From an optimization exercise on the open Yosys and OpenROAD flow, aimed at small area and a short achievable clock period; shortcuts taken in it are not production practice. Only simulation tests tie the RTL to the original design; equivalence was not proved.

## flow/design.v (module list and top-level ports; edited modules follow where they fit)
// module sht_norm: 33 lines
// module sht_mulf: 17 lines
// module sht_mulq: 326 lines
// module sht_mulh: 108 lines
// module sht_mul51: 135 lines
// module sht_mulr: 305 lines
// module sht_abs: 48 lines
// module sht_addf: 42 lines
// module sht20_codec: 135 lines
module sht20_codec (
    input  wire        clk,
    input  wire        rst,         
    input  wire        in_valid,
    input  wire [2:0]  op,
    input  wire [7:0]  a,
    input  wire [7:0]  b,
    output reg         out_valid,
    output reg         err,
    output reg  [15:0] raw_masked,
    output reg  [31:0] val0,
    output reg  [31:0] val1,
    output reg  [7:0]  ureg_out,
    output wire        otp_dis,
    output wire        htr_en,
    output wire        eob,
    output reg         res_valid,
    output wire [1:0]  res
);
  // ...
==> flow/run.sh <==
#!/bin/bash
# synth_recipe.tcl (not shown) runs the flow's synth.tcl, then flattens the netlist and writes it again
# the make line also repeats each setting of config.mk as NAME=value (left out here)
make -C /OpenROAD-flow-scripts/flow DESIGN_CONFIG=/design/flow/config.mk WORK_HOME=/design/flow/orfs CLKGATE_MAP_FILE= SYNTH_SCRIPT=/design/flow/synth_recipe.tcl finish
==> flow/config.mk <==
export PLATFORM = sky130hd
export DESIGN_NAME = sht20_codec
export DESIGN_NICKNAME = sht20_codec
export VERILOG_FILES = /design/flow/design.v
export SDC_FILE = /design/flow/constraint.sdc
export NUM_CORES = 4
export LEC_CHECK = 0
export CAP_MARGIN = 20
export CORE_MARGIN = 2
export CORE_UTILIZATION = 40
export CTS_CLUSTER_DIAMETER = 40
export CTS_CLUSTER_SIZE = 10
export SLEW_MARGIN = 20
==> flow/constraint.sdc <==
create_clock -name core_clock -period 60.0 [get_ports {clk}]
set_input_delay 12.0000 -clock core_clock [delete_from_list [all_inputs] [get_ports {clk}]]
set_output_delay 12.0000 -clock core_clock [all_outputs]
set_load 0.01 [all_outputs]
==> flow_summary_export.csv, run 1 <==
group,metric,value,unit
outcome,outcome,"timing/DRC/antenna clean",
finish,sequential_cell_total,427,
placed_design,numPortBuffers,115,
die,design.core.area,65500,µm²
die,initial_utilization,40.3,%
die,fp.dieW,261,µm
finish,largest_reg_flops,38,
die,row_count,94,
routing,drc,0,
setup_path,r2r-start,"r5_pay[6]$_DFF_P_",
finish,nFillCells,6155,
synth,post-synth-top-area-fraction,32.4,%
die,num_io_pins,118,
setup_path,worstSetupEndpoint,"val1[25]$_SDFF_PN0_",
routing,vias,19600,
placed_design,place.detailed.hpwl,53400,µm
sta,rsz0062_at_grt,"false",
synth,synth.avg_cell_area,9.67,µm²
synth,mappedNetlistArea,26400,µm²
setup_path,timing.critical_path.arrival,18530,ps
placed_design,dp_worst_setup_slack,42020,ps
cts,clk_pin_slew,50,ps
finish,layout-drive-gt1-share,8.45,%
finish,antennaDiodeCount,0,
die,fp.dieArea,68000,µm²
routing,dr.max_layer_used,"met4",
setup_path,crit-reg2reg-capture,"val1[25]$_SDFF_PN0_",
finish,multi_input_area_share,53.8,%
==> module sht_addf, before the edit <==
module sht_addf (
    input  wire        sd,
    input  wire        sf,
    input  wire [7:0]  e,
    input  wire [22:0] f,
    output wire [31:0] r
);
    function [63:0] inc;
        input [63:0] x;
        input        b;
        integer i;
        reg cy;
        begin
            cy = b;
            for (i = 0; i < 64; i = i + 1) begin
                inc[i] = x[i] ^ cy;
                cy = x[i] & cy;
            end
        end
    endfunction
    wire [3:0]  sh  = e[3:0] + 4'd9;              
    wire [39:0] dx  = {16'd0, 1'b1, f} << sh;
    wire        inv = sd & ~sf;
    wire [63:0] z   = inc({24'd0, dx ^ {40{inv}}}, inv);
    wire [3:0]  hi  = z[39:36] + ((sd & sf) ? 4'hF : 4'h1);
    wire [39:0] E   = {hi, z[35:0]};
    reg [4:0] lz;
    integer i;
    always @(*) begin
        lz = 5'd16;
        for (i = 23; i < 40; i = i + 1)
            if (E[i]) lz = 39 - i;
    end
    wire [39:0] nrm = E << lz;
    wire        g   = nrm[15];
    wire        st  = |nrm[14:0];
    wire        up  = g & (st | nrm[16]);
    wire [63:0] m   = inc({40'd0, nrm[39:16]}, up);
    wire [22:0] fo  = m[24] ? m[23:1] : m[22:0];
    wire [7:0]  eo  = 8'd135 - {3'd0, lz} + {7'd0, m[24]};
    assign r = {sf, eo, fo};
endmodule
==> inputs of run 2 (changes only) <==
--- a/flow/design.v
+++ b/flow/design.v
@@ -992,8 +992,37 @@
     endfunction
-    wire [3:0]  sh  = e[3:0] + 4'd9;              
-    wire [39:0] dx  = {16'd0, 1'b1, f} << sh;
-    wire        inv = sd & ~sf;
-    wire [63:0] z   = inc({24'd0, dx ^ {40{inv}}}, inv);
-    wire [3:0]  hi  = z[39:36] + ((sd & sf) ? 4'hF : 4'h1);
-    wire [39:0] E   = {hi, z[35:0]};
+    wire [23:0] md  = {1'b1, f};
+    wire        e5  = (e == 8'd132);
+    wire        e6  = (e == 8'd133);
+    wire        e7  = (e == 8'd134);
+    wire        mid = ~sd & (e6 | e7);
+    wire [3:0]  k   = (~sd & e5) ? 4'd1 : (4'd3 - e[3:0] + {3'd0, ~sd});    
+    wire [23:0] src = {md[23] & ~(~sd & e5), f};
+    wire [23:0] A   = src >> k;
+    reg  [23:0] po;                        
+    integer j;
+    always @(*) begin
+        po[0] = src[0];
+        for (j = 1; j < 24; j = j + 1) po[j] = po[j-1] | src[j];
+    end
+    wire [4:0]  km1 = {1'b0, k} - 5'd1;
+    wire        G   = (k != 4'd0) & src[km1[3:0]];
+    wire        St  = (k > 4'd1) & po[km1[3:0] - 4'd1];
+    wire [24:0] V   = {1'b0, md} + (e6 ? 25'h400000 : 25'h200000);
+    reg  [23:0] X;
+    reg         c;
+    always @(*) begin
+        if (mid) begin
+            X = V[24] ? V[24:1] : V[23:0];
+            c = V[24] & V[0] & V[1];
+        end else if (sd) begin
+            X = ~A;
+            c = ~G | (~St & ~A[0]);
+        end else begin
+            X = {1'b1, A[22:0]};
+            c = G & (St | A[0]);
+        end
+    end
+    wire [63:0] mr  = inc({40'd0, X}, c);
+    wire        ovf = mr[24] & ~sd;
+    wire [23:0] W = e5 ? {1'b0, f} : (e6 ? (f[22] ? {2'b10, f[21:0]} : {2'b01, f[21:0]}) : mr[23:0]);
     reg [4:0] lz;
@@ -1002,13 +1031,12 @@
         lz = 5'd16;
-        for (i = 23; i < 40; i = i + 1)
-            if (E[i]) lz = 39 - i;
+        for (i = 8; i < 24; i = i + 1)
+            if (W[i]) lz = 23 - i;
     end
-    wire [39:0] nrm = E << lz;
-    wire        g   = nrm[15];
-    wire        st  = |nrm[14:0];
-    wire        up  = g & (st | nrm[16]);
-    wire [63:0] m   = inc({40'd0, nrm[39:16]}, up);
-    wire [22:0] fo  = m[24] ? m[23:1] : m[22:0];
-    wire [7:0]  eo  = 8'd135 - {3'd0, lz} + {7'd0, m[24]};
-    assign r = {sf, eo, fo};
+    wire [23:0] wn = W << lz;
+    wire [7:0]  en = (e6 ? 8'd133 : (e5 ? 8'd132 : 8'd131)) - {3'd0, lz};
+    wire [7:0]  ef = mid ? (e + {7'd0, V[24]} + {7'd0, ovf}) :
+                     sd  ? 8'd131 :
+                           ((e5 ? 8'd133 : 8'd132) + {7'd0, ovf});
+    wire        nr   = sd & ~(e < 8'd131);                                 
+    assign r = nr ? {sf, en, wn[22:0]} : {sf, ef, ovf ? 23'd0 : mr[22:0]};
 endmodule
--- a/flow/config.mk
+++ b/flow/config.mk
@@ -9,5 +9,6 @@
 export CORE_MARGIN = 2
-export CORE_UTILIZATION = 40
-export CTS_CLUSTER_DIAMETER = 40
-export CTS_CLUSTER_SIZE = 10
+export CORE_UTILIZATION = 60
+export CTS_BUF_LIST = sky130_fd_sc_hd__clkbuf_8
+export CTS_CLUSTER_DIAMETER = 60
+export CTS_CLUSTER_SIZE = 20
 export SLEW_MARGIN = 20
==> run 2 against run 1 <==
Against the previous run:
- critical endpoint is now res[0]
- count of clock-buffer cells in the layout shrank 40
- global-route usage increased by 11 points
- non-clock buffer count increased by 15
- via count increased by 9.9%
- worst hold slack worse by 3.4 ps
- still clean on timing, DRC and antenna
==> flow_summary_export.csv, run 2 <==
group,metric,value,unit
outcome,outcome,"timing/DRC/antenna clean",
setup_path,worst-path-max-fanout,2,
cts,sinks_on_the_clock_net,431,
global_route,globalRoute.totalOverflow,0,
sta,skew,32.9,ps
hold_path,hold_start,"r3_val0[29]$_DFF_P_",
cts,cts.htree.levels,2,
sta,worst_slack,46420,ps
global_route,global_route.usage.met2,52.5,%
synth,share_of_synthesized_area_occupied_by_flip_flops_and_latches,31.5,%
synth,synth-edff-count,0,
setup_path,path_cells,"clkdlybuf4s50_1",
cts,clk_pin_slew,110,ps
finish,area_of_the_multi_input_gates,17200,µm²
setup_path,crit_path_top_delay_cell,"clkdlybuf4s50_1",
finish,layout-drive-gt1-share,6.69,%
synth,synth_area_leader_cell,"dfxtp_1",
cts,largest_buffer_count_on_any_clock_path,3,
routing,drc,0,
synth,mappedNetlistArea,27400,µm²
sta,final.setup.tns,0,ps
die,design.core.area,45200,µm²
routing,wire_per_inst,20.9,µm
finish,biggestRegsByFlops,"r2_mag x38, r1_q x37",
finish,nFillCells,3703,
cts,post_cts_hold_buffer_count,0,
sta,period_minus_slack,13580,ps
sta,setup_viol,0,
synth,post-synth-top-count-cell,"dfxtp_1",
setup_path,reg2reg_depth,49,
setup_path,crit-reg2reg-capture,"val1[26]$_SDFF_PN0_",
sta,worst-slew-pin-transition,1090,ps
hold_path,worstHoldEndpoint,"r4_val0[29]$_DFF_P_",
routing,detail-route-antenna-nets,0,
die,die_h,218,µm
setup_path,endpoint_kind,"output pin",
die,num_io_pins,118,
setup_path,critical_path.top_delay_family,"buffers and inverters",
synth,synth_warnings,4,
sta,max-slew-margin-rel,27.3,%
synth,async_sr_flop_fraction,0,%
routing,vias,21500,
finish,final-seq-area,8630,µm²
die,fp.dieArea,47300,µm²
finish,layout.cells.most_common,"dfxtp_1",
placed_design,gp_congestion,0.978,
synth,ys_ff_latch,431,
global_route,number_of_antenna_violations_at_the_first_check_in_global_routing,1,
die,initial_utilization,60.6,%
finish,layout_common_cells,"dfxtp_1, inv_1, ha_1",
setup_path,critical_path.max_stage_delay,560,ps
global_route,gr-max-usage-layer,"met2",
setup_path,worst-endpoint-required,48000,ps
finish,layout.core_utilization,65.8,%
finish,antennaDiodeCount,0,
cts,cts_post_setup_buffers_inserted,0,
global_route,grt.total_usage,31.6,%
cts,insertion_delay,660,ps
global_route,grt_util_met1,40.6,%
routing,detail_route.wirelength,73900,µm
die,fp.dieW,218,µm
synth,post-synth-top-area-fraction,31.5,%
cts,cts_made_buffers,37,
global_route,gr-usage-met3,4.88,%
sta,min_period_over_period,22.6,%
synth,postSynthCellCount,2896,
hold_path,timing.hold.worst.class,"reg -> reg",
global_route,grt_start_max_net_pins,56,
sta,timing_max_transition_violations_final,0,
cts,cts_tree,"yes",
global_route,via_count_of_the_first_global_routing_pass,21600,
run,drv_cap,0,
finish,finish.net_count,3301,
sta,max_freq,73.7,MHz
global_route,grt_pass1_wl,118000,µm
routing,drt-pass1-iter-count,6,
setup_path,r2r-start,"r5_val0[31]$_DFF_P_",
setup_path,register_to_register_setup_slack,47720,ps
setup_path,timing.critical_path.arrival,1580,ps
placed_design,place.detailed.hpwl,56100,µm
sta,rsz0062_at_grt,"false",
finish,synth_to_layout_area_growth,8.66,%
finish,largest_reg_flops,38,
finish,registers.top_by_ff_count,"r2_mag",
hold_path,worstHoldPathCells,0,
setup_path,timing.critical_path.depth,1,
synth,synth.top_cells.by_area,"dfxtp_1, fa_1, ha_1",
placed_design,dp.cells,3482,
finish,post_layout_nonfiller_instances,3545,
synth,synthTopCellsByCount,"dfxtp_1, inv_1, ha_1",
routing,vias_per_cell,6.07,
setup_path,critical_path.startpoint_type,"flip-flop",
synth,synth.avg_cell_area,9.45,µm²
placed_design,dp_worst_setup_slack,47120,ps
synth,ys.flop_type,"dfxtp_1",
cts,post_cts_resize_count,0,
cts,cts.root.buffer_cell,"clkbuf_8",
synth,synth_cell_type_count,96,
sta,finalHoldViolCount,0,
routing,detailed_router_s_first_iteration_violation_count,1640,
placed_design,numPortBuffers,115,
setup_path,critPathKind,"reg -> out",
setup_path,cp.buffers_inverters,1,
die,row_count,78,
[run 2: worst max path at each step]
stage	from	endpoint
floorplan	ureg_out[0]$_SDFF_PN0_	ureg_out[0]
global placement	ureg_out[1]$_SDFF_PN0_	ureg_out[1]
detailed placement	ureg_out[0]$_SDFF_PN0_	res[0]
CTS	ureg_out[0]$_SDFF_PN0_	res[0]
global route	ureg_out[1]$_SDFF_PN0_	ureg_out[1]
finish	ureg_out[0]$_SDFF_PN0_	res[0]
[run 2: layout make-up]
| class | count | area share [%] |
|---|---|---|
| multi-input cells | 2062 | 57.9 |
| flip-flops and latches | 431 | 29.0 |
| repair buffers | 149 | 4.77 |
| inverters | 241 | 3.04 |
| well taps | 600 | 2.52 |
| clock buffers | 39 | 1.80 |
| clock inverters | 23 | 0.955 |
[run 2: per-stage QoR]
step,cell area [µm²],hold slack [ps]
global route,29700,303
CTS,29700,318
global placement,28900,310
floorplan,27400,310
detailed placement,28900,312
finish,29700,318
[run 2: cells by family after synthesis]
family	share of synthesized area, %
buffers and inverters	5.72
XOR/XNOR	4.35
flip-flops	31.5
AND/OR/NAND/NOR	12.0
multiplexers	10.3
other	0.0137
AO/OA/AOI/OAI	15.4
adder cells (fa/ha/maj)	20.7
[run 2: per-layer routing]
layer | vias up | part of all wire (%) | wire length, µm
met2 | 771 | 48 | 35100
met1 | 10400 | 42 | 30800
met4 | 0 | 4.5 | 3360
met5 | - | 0 | 0
met3 | 186 | 6.3 | 4630
li1 | 10200 | - | -
==> inputs of run 3 (changes only) <==
--- a/flow/config.mk
+++ b/flow/config.mk
@@ -10,5 +10,5 @@
 export CORE_UTILIZATION = 60
-export CTS_BUF_LIST = sky130_fd_sc_hd__clkbuf_8
-export CTS_CLUSTER_DIAMETER = 60
-export CTS_CLUSTER_SIZE = 20
+export CTS_BUF_LIST = sky130_fd_sc_hd__clkbuf_16
+export CTS_CLUSTER_DIAMETER = 80
+export CTS_CLUSTER_SIZE = 30
 export SLEW_MARGIN = 20
==> run 3 against run 2 <==
Against the previous run:
- still clean
- core utilization up 0.72 points
- die area unchanged
- critical path type unchanged
- largest cell class unchanged
==> flow_summary_export.csv, run 3 <==
group,metric,value,unit
outcome,outcome,"timing/DRC/antenna clean",
cts,insertion_delay,610,ps
setup_path,r2r-start,"r5_val0[31]$_DFF_P_",
cts,cts_tree,"yes",
die,fp.dieArea,47300,µm²
setup_path,path_cells,"clkdlybuf4s50_1",
finish,nFillCells,3635,
sta,max-slew-margin-rel,27.5,%
synth,async_sr_flop_fraction,0,%
die,design.core.area,45200,µm²
finish,layout_common_cells,"dfxtp_1, inv_1, ha_1",
finish,layout-drive-gt1-share,6.47,%
routing,detail-route-antenna-nets,0,
setup_path,startpoint,"ureg_out[0]$_SDFF_PN0_",
synth,synth_warnings,4,
synth,synth.avg_cell_area,9.45,µm²
sta,setup_viol,0,
finish,synth_to_layout_area_growth,9.85,%
routing,wire_per_inst,20.9,µm
finish,largest_reg_flops,38,
sta,final.setup.tns,0,ps
finish,layout.cells.most_common,"dfxtp_1",
global_route,grt_pass1_wl,118000,µm
hold_path,timing.hold.worst.class,"reg -> reg",
routing,met3WireLength,5010,µm
sta,worst_slack,46480,ps
placed_design,gp_congestion,0.978,
routing,detail_route.wirelength,74000,µm
setup_path,register_to_register_setup_slack,47700,ps
cts,cts_post_setup_buffers_inserted,0,
die,initial_utilization,60.6,%
global_route,grt_start_max_net_pins,56,
sta,min_period_over_period,22.5,%
cts,post_cts_resize_count,0,
sta,worst-slew-pin-transition,1090,ps
cts,cts.htree.levels,1,
die,fp.dieW,218,µm
finish,biggestRegsByFlops,"r2_mag x38, r1_q x37",
setup_path,worst-endpoint-required,48000,ps
global_route,globalRoute.totalOverflow,0,
cts,sinks_on_the_clock_net,431,
placed_design,dp_worst_setup_slack,47120,ps
cts,cts.root.buffer_cell,"clkbuf_16",
global_route,via_count_of_the_first_global_routing_pass,21600,
synth,share_of_synthesized_area_occupied_by_flip_flops_and_latches,31.5,%
die,row_count,78,
finish,finish.net_count,3293,
finish,antennaDiodeCount,0,
synth,synth_cell_type_count,96,
setup_path,endpoint_kind,"output pin",
sta,timing_max_transition_violations_final,0,
synth,post-synth-top-count-cell,"dfxtp_1",
routing,vias,21600,
routing,dr.max_layer_used,"met4",
synth,ys_ff_latch,431,
cts,clk_pin_slew,100,ps
global_route,number_of_antenna_violations_at_the_first_check_in_global_routing,0,
synth,ys.flop_type,"dfxtp_1",
die,die_h,218,µm
synth,synthTopCellsByCount,"dfxtp_1, inv_1, ha_1",
placed_design,numPortBuffers,115,
synth,mappedNetlistArea,27400,µm²
routing,drt-pass1-iter-count,8,
synth,synth_area_leader_cell,"dfxtp_1",
cts,largest_buffer_count_on_any_clock_path,3,
placed_design,place.detailed.hpwl,56100,µm
sta,skew,25.6,ps
global_route,grt.total_usage,31.5,%
cts,cts_made_buffers,29,
setup_path,critical_path.startpoint_type,"flip-flop",
setup_path,critPathKind,"reg -> out",
setup_path,worst-path-max-fanout,2,
routing,detailed_router_s_first_iteration_violation_count,1657,
setup_path,critical_path.max_stage_delay,560,ps
finish,registers.top_by_ff_count,"r2_mag",
hold_path,hold_start,"r2_pay[12]$_DFF_P_",
sta,max_freq,74.0,MHz
sta,rsz0062_at_grt,"false",
synth,synth-edff-count,0,
sta,finalHoldViolCount,0,
routing,wl_met2,35400,µm
routing,route.layer.met1.wl,30300,µm
die,num_io_pins,118,
run,drv_cap,0,
synth,postSynthCellCount,2896,
setup_path,cp.buffers_inverters,1,
cts,post_cts_hold_buffer_count,0,
sta,period_minus_slack,13520,ps
setup_path,critical_path.top_delay_family,"buffers and inverters",
routing,drc,0,
synth,synth.top_cells.by_area,"dfxtp_1, fa_1, ha_1",
synth,post-synth-top-area-fraction,31.5,%
setup_path,crit_path_top_delay_cell,"clkdlybuf4s50_1",
setup_path,timing.critical_path.arrival,1520,ps
routing,vias_per_cell,6.12,
run 3: changes by cell type in the layout (fill, tap and decap cells not counted):
cell,before,now
clkinv_8,4,1
inv_16,5,4
inv_12,2,5
inv_6,0,3
clkbuf_16,0,29
clkbuf_8,39,0
clkinvlp_4,3,0
clkinv_2,2,1
clkinv_16,0,6
inv_1,238,235
inv_8,3,2
run 3: cell type report:
| cell class | count | area (µm²) | share of cell area, % |
|---|---|---|---|
| Clock inverter | 23 | 420 | 1.40 |
| Timing Repair Buffer | 149 | 1420 | 4.72 |
| Multi-Input combinational cell | 2062 | 17200 | 57.3 |
| Sequential cell | 431 | 8630 | 28.7 |
| Clock buffer | 29 | 726 | 2.41 |
| Inverter | 241 | 905 | 3.01 |
| Tap cell | 600 | 751 | 2.50 |
run 3: per-stage QoR:
| stage | area [µm²] | instances | util, % | hold WS, ps |
|---|---|---|---|---|
| floorplan | 27400 | 2897 | - | 310 |
| global placement | 28900 | 3482 | 64.0 | 310 |
| detailed placement | 28900 | 3482 | 64.0 | 312 |
| CTS | 30000 | 3534 | 66.5 | 328 |
| global route | 30100 | 3535 | 66.6 | 329 |
| finish | 30100 | 3535 | 66.6 | 325 |
run 3: routing by layer:
metal / global-route usage (%) / up-vias
li1: - / 10200
met1: 40.6 / 10400
met2: 53.1 / 885
met3: 4.41 / 187
met4: 13.6 / 0
met5: 0 / -
run 3: final timing paths:
check | to | cells past startpoint
setup / recovery | res[0] | 1
hold / removal | r3_pay[12]$_DFF_P_ | 0
setup reg to reg | val1[26]$_SDFF_PN0_ | 49
hold reg to reg | r3_pay[12]$_DFF_P_ | 0
run 3: cell families after synthesis:
kind of cell	after synthesis	synth area share, %
XOR/XNOR	136	4.35
other	1	0.0137
flip-flops	431	31.5
multiplexers	251	10.3
AO/OA/AOI/OAI	626	15.4
adder cells (fa/ha/maj)	369	20.7
AND/OR/NAND/NOR	678	12.0
buffers and inverters	404	5.72
==> inputs of run 4 (changes only) <==
--- a/flow/config.mk
+++ b/flow/config.mk
@@ -9,6 +9,5 @@
 export CORE_MARGIN = 2
-export CORE_UTILIZATION = 60
-export CTS_BUF_LIST = sky130_fd_sc_hd__clkbuf_16
-export CTS_CLUSTER_DIAMETER = 80
-export CTS_CLUSTER_SIZE = 30
+export CORE_UTILIZATION = 40
+export CTS_CLUSTER_DIAMETER = 40
+export CTS_CLUSTER_SIZE = 10
 export SLEW_MARGIN = 20
==> run 4 against run 3 <==
Against the previous run:
- critical endpoint unchanged
- fmax increased by 0.15%
- design area grew 4.7%
- worst hold slack lost 3.9 ps
- core utilization decreased by 20 points
- critical path depth stayed put
- area after synthesis unchanged
- count of clock-buffer cells in the layout rose by 49
- global-route usage shrank 10 points
- first-iteration DRC count shrank 2.6%
- highest routed layer unchanged
==> flow_summary_export.csv, run 4 <==
group,metric,value,unit
setup_path,reg2reg_depth,47,
cts,post_cts_hold_buffer_count,0,
placed_design,numPortBuffers,115,
hold_path,hold_start,"r3_pay[13]$_DFF_P_",
setup_path,crit-reg2reg-capture,"val1[26]$_SDFF_PN0_",
sta,final.setup.tns,0,ps
setup_path,critPathKind,"reg -> out",
synth,dominant_combinational_cell_family_by_area_after_synthesis,"adder cells",
synth,synth_cell_type_count,96,
cts,cts_tree,"yes",
run,drv_cap,0,
finish,finish.net_count,3326,
sta,min_period_over_period,22.5,%
finish,antennaDiodeCount,0,
cts,insertion_delay,610,ps
synth,synthTopCellsByCount,"dfxtp_1, inv_1, ha_1",
synth,post-synth-top-count-cell,"dfxtp_1",
finish,registers.top_by_ff_count,"r2_mag",
synth,post_synth_xor_area_fraction,4.35,%
finish,layout.cells.most_common,"dfxtp_1",
routing,detail-route-antenna-nets,0,
die,die_h,266,µm
setup_path,path_cells,"clkdlybuf4s50_1",
routing,drt-pass1-iter-count,6,
hold_path,worstHoldPathCells,0,
global_route,grt_pass1_wl,121000,µm
finish,nFillCells,6310,
sta,rsz0062_at_grt,"false",
die,fp.dieW,266,µm
synth,share_of_synthesized_area_occupied_by_flip_flops_and_latches,31.5,%
synth,ys.flop_type,"dfxtp_1",
finish,area_of_the_multi_input_gates,17200,µm²
setup_path,worst-path-max-fanout,2,
die,row_count,95,
setup_path,critical_path.startpoint_type,"flip-flop",
die,initial_utilization,40.5,%
setup_path,worst-endpoint-required,48000,ps
die,design.core.area,67500,µm²
cts,cts.root.buffer_cell,"clkbuf_16",
global_route,number_of_antenna_violations_at_the_first_check_in_global_routing,1,
placed_design,gp_congestion,0.947,
setup_path,register_to_register_setup_slack,48060,ps
routing,detailed_router_s_first_iteration_violation_count,1614,
global_route,globalRoute.totalOverflow,0,
routing,vias_per_cell,5.58,
sta,worst_slack,46500,ps
finish,post_layout_nonfiller_instances,3860,
cts,cts_made_buffers,68,
placed_design,dp_worst_setup_slack,47130,ps
setup_path,crit_path_top_delay_cell,"clkdlybuf4s50_1",
synth,postSynthCellCount,2896,
synth,synth.top_cells.by_area,"dfxtp_1, fa_1, ha_1",
outcome,outcome,"timing/DRC/antenna clean",
setup_path,critical_path.max_stage_delay,560,ps
synth,synth.avg_cell_area,9.45,µm²
global_route,grt_start_max_net_pins,56,
setup_path,cp.buffers_inverters,1,
setup_path,endpoint_kind,"output pin",
synth,synth_compound_area_share,15.4,%
finish,final_design_area_no_fill,31500,µm²
synth,post-synth-top-area-fraction,31.5,%
placed_design,place.detailed.hpwl,58300,µm
synth,async_sr_flop_fraction,0,%
hold_path,timing.hold.worst.class,"reg -> reg",
synth,yosys.area_share.adder,20.7,%
sta,period_minus_slack,13500,ps
cts,cts_post_setup_buffers_inserted,0,
sta,worst-slew-pin-transition,1050,ps
die,fp.dieArea,70500,µm²
finish,largest_reg_flops,38,
setup_path,r2r-start,"r5_val0[31]$_DFF_P_",
routing,vias,21500,
sta,timing_max_transition_violations_final,0,
cts,cts.htree.levels,3,
finish,layout.core_utilization,46.6,%
synth,synth-simple-area-share,12.0,%
sta,setup_viol,0,
routing,wire_per_inst,19.8,µm
sta,finalHoldViolCount,0,
cts,sinks_on_the_clock_net,431,
finish,layout-drive-gt1-share,7.97,%
hold_path,worstHoldEndpoint,"r4_pay[13]$_DFF_P_",
routing,drc,0,
cts,clk_pin_slew,50,ps
synth,synth_warnings,4,
global_route,via_count_of_the_first_global_routing_pass,21600,
finish,final-seq-area,8630,µm²
synth,ys_ff_latch,431,
routing,detail_route.wirelength,76300,µm
synth,synth_area_leader_cell,"dfxtp_1",
sta,max-slew-margin-rel,30.1,%
global_route,grt.total_usage,21.5,%
placed_design,placement.cell_area,29200,µm²
sta,max_freq,74.1,MHz
synth,synthMuxAreaShare,10.3,%
cts,post_cts_resize_count,0,
placed_design,dp.cells,3750,
synth,mappedNetlistArea,27400,µm²
cts,largest_buffer_count_on_any_clock_path,3,
finish,synth_to_layout_area_growth,15.0,%
sta,skew,17.1,ps
setup_path,timing.critical_path.arrival,1500,ps
synth,synth-edff-count,0,
finish,layout_common_cells,"dfxtp_1, inv_1, ha_1",
finish,biggestRegsByFlops,"r2_mag x38, r1_q x37",
setup_path,critical_path.top_delay_family,"buffers and inverters",
die,num_io_pins,118,
[run 4: cell counts after synthesis]
Identical to the previous run, type by type.
[run 4: cell type report]
| class | instances | share of cell area, % |
|---|---|---|
| Multi-Input combinational cell | 2062 | 54.7 |
| Sequential cell | 431 | 27.4 |
| Clock buffer | 78 | 5.74 |
| Timing Repair Buffer | 143 | 4.32 |
| Tap cell | 873 | 3.47 |
| Inverter | 241 | 2.87 |
| Clock inverter | 32 | 1.53 |
[run 4: worst max-delay path by stage]
stage / startpoint / end / slack (ps) / cells past startpoint
after floorplan: ureg_out[0]$_SDFF_PN0_ / ureg_out[0] / 47510 / 1
after global placement: ureg_out[1]$_SDFF_PN0_ / otp_dis / 47150 / 1
after detailed placement: ureg_out[7]$_SDFF_PN0_ / res[1] / 47130 / 1
after CTS: ureg_out[0]$_SDFF_PN0_ / res[0] / 46460 / 1
after global routing: ureg_out[0]$_SDFF_PN0_ / res[0] / 46450 / 1
final: ureg_out[0]$_SDFF_PN0_ / res[0] / 46500 / 1
[run 4: per-stage QoR]
stage | hold slack (ps)
after floorplan | 310
after global placement | 311
after detailed placement | 312
after CTS | 321
after global routing | 327
final | 321
[run 4: cells by family (layout without fill, tap and decap cells)]
kind of cell             count (synthesis)  after routing
multiplexers                           251            251
flip-flops                             431            431
XOR/XNOR                               136            136
other                                    1              2
buffers and inverters                  404            494
AND/OR/NAND/NOR                        678            678
adder cells (fa/ha/maj)                369            369
AO/OA/AOI/OAI                          626            626
[run 4: routing by layer]
| layer | wire, µm | share of wire (%) | vias up | global-route usage (%) |
|---|---|---|---|---|
| li1 | - | - | 10200 | - |
| met2 | 36900 | 48 | 692 | 36.5 |
| met4 | 2050 | 2.7 | 0 | 7.21 |
| met1 | 32800 | 43 | 10500 | 27.9 |
| met5 | 0 | 0 | - | 0 |
| met3 | 4540 | 6.0 | 123 | 3.43 |

[static timing again, ports no longer ideal]
The flow's constraints put no driver on any port. The routed layouts listed below were extracted and timed again, unchanged, in two steps.
Step 1, drivers: a clkbuf_16 drives clk and a buf_2 each remaining input, both assumed.
Step 2 also shifts input and output timing later by t, the mid clock arrival at the registers, as if the neighbouring blocks saw the same clock.
a / b / c = no drivers / after step 1 / after step 2; a / b = the first two.
| run | t (ns) | slack for setup (ns) | worst setup path after step 2 | worst data-port slew with drivers (ns) |
|---|---|---|---|---|
| run 1 | 0.635 | 41.952 / 41.952 / 41.952 | register to register | 0.06 |
| run 2 | 0.701 | 46.423 / 46.367 / 47.068 | register to output | 0.04 |
| run 3 | 0.656 | 46.484 / 46.426 / 47.082 | register to output | 0.04 |
| run 4 | 0.661 | 46.504 / 46.443 / 47.104 | register to output | 0.05 |
After both steps every run listed still meets setup and hold.
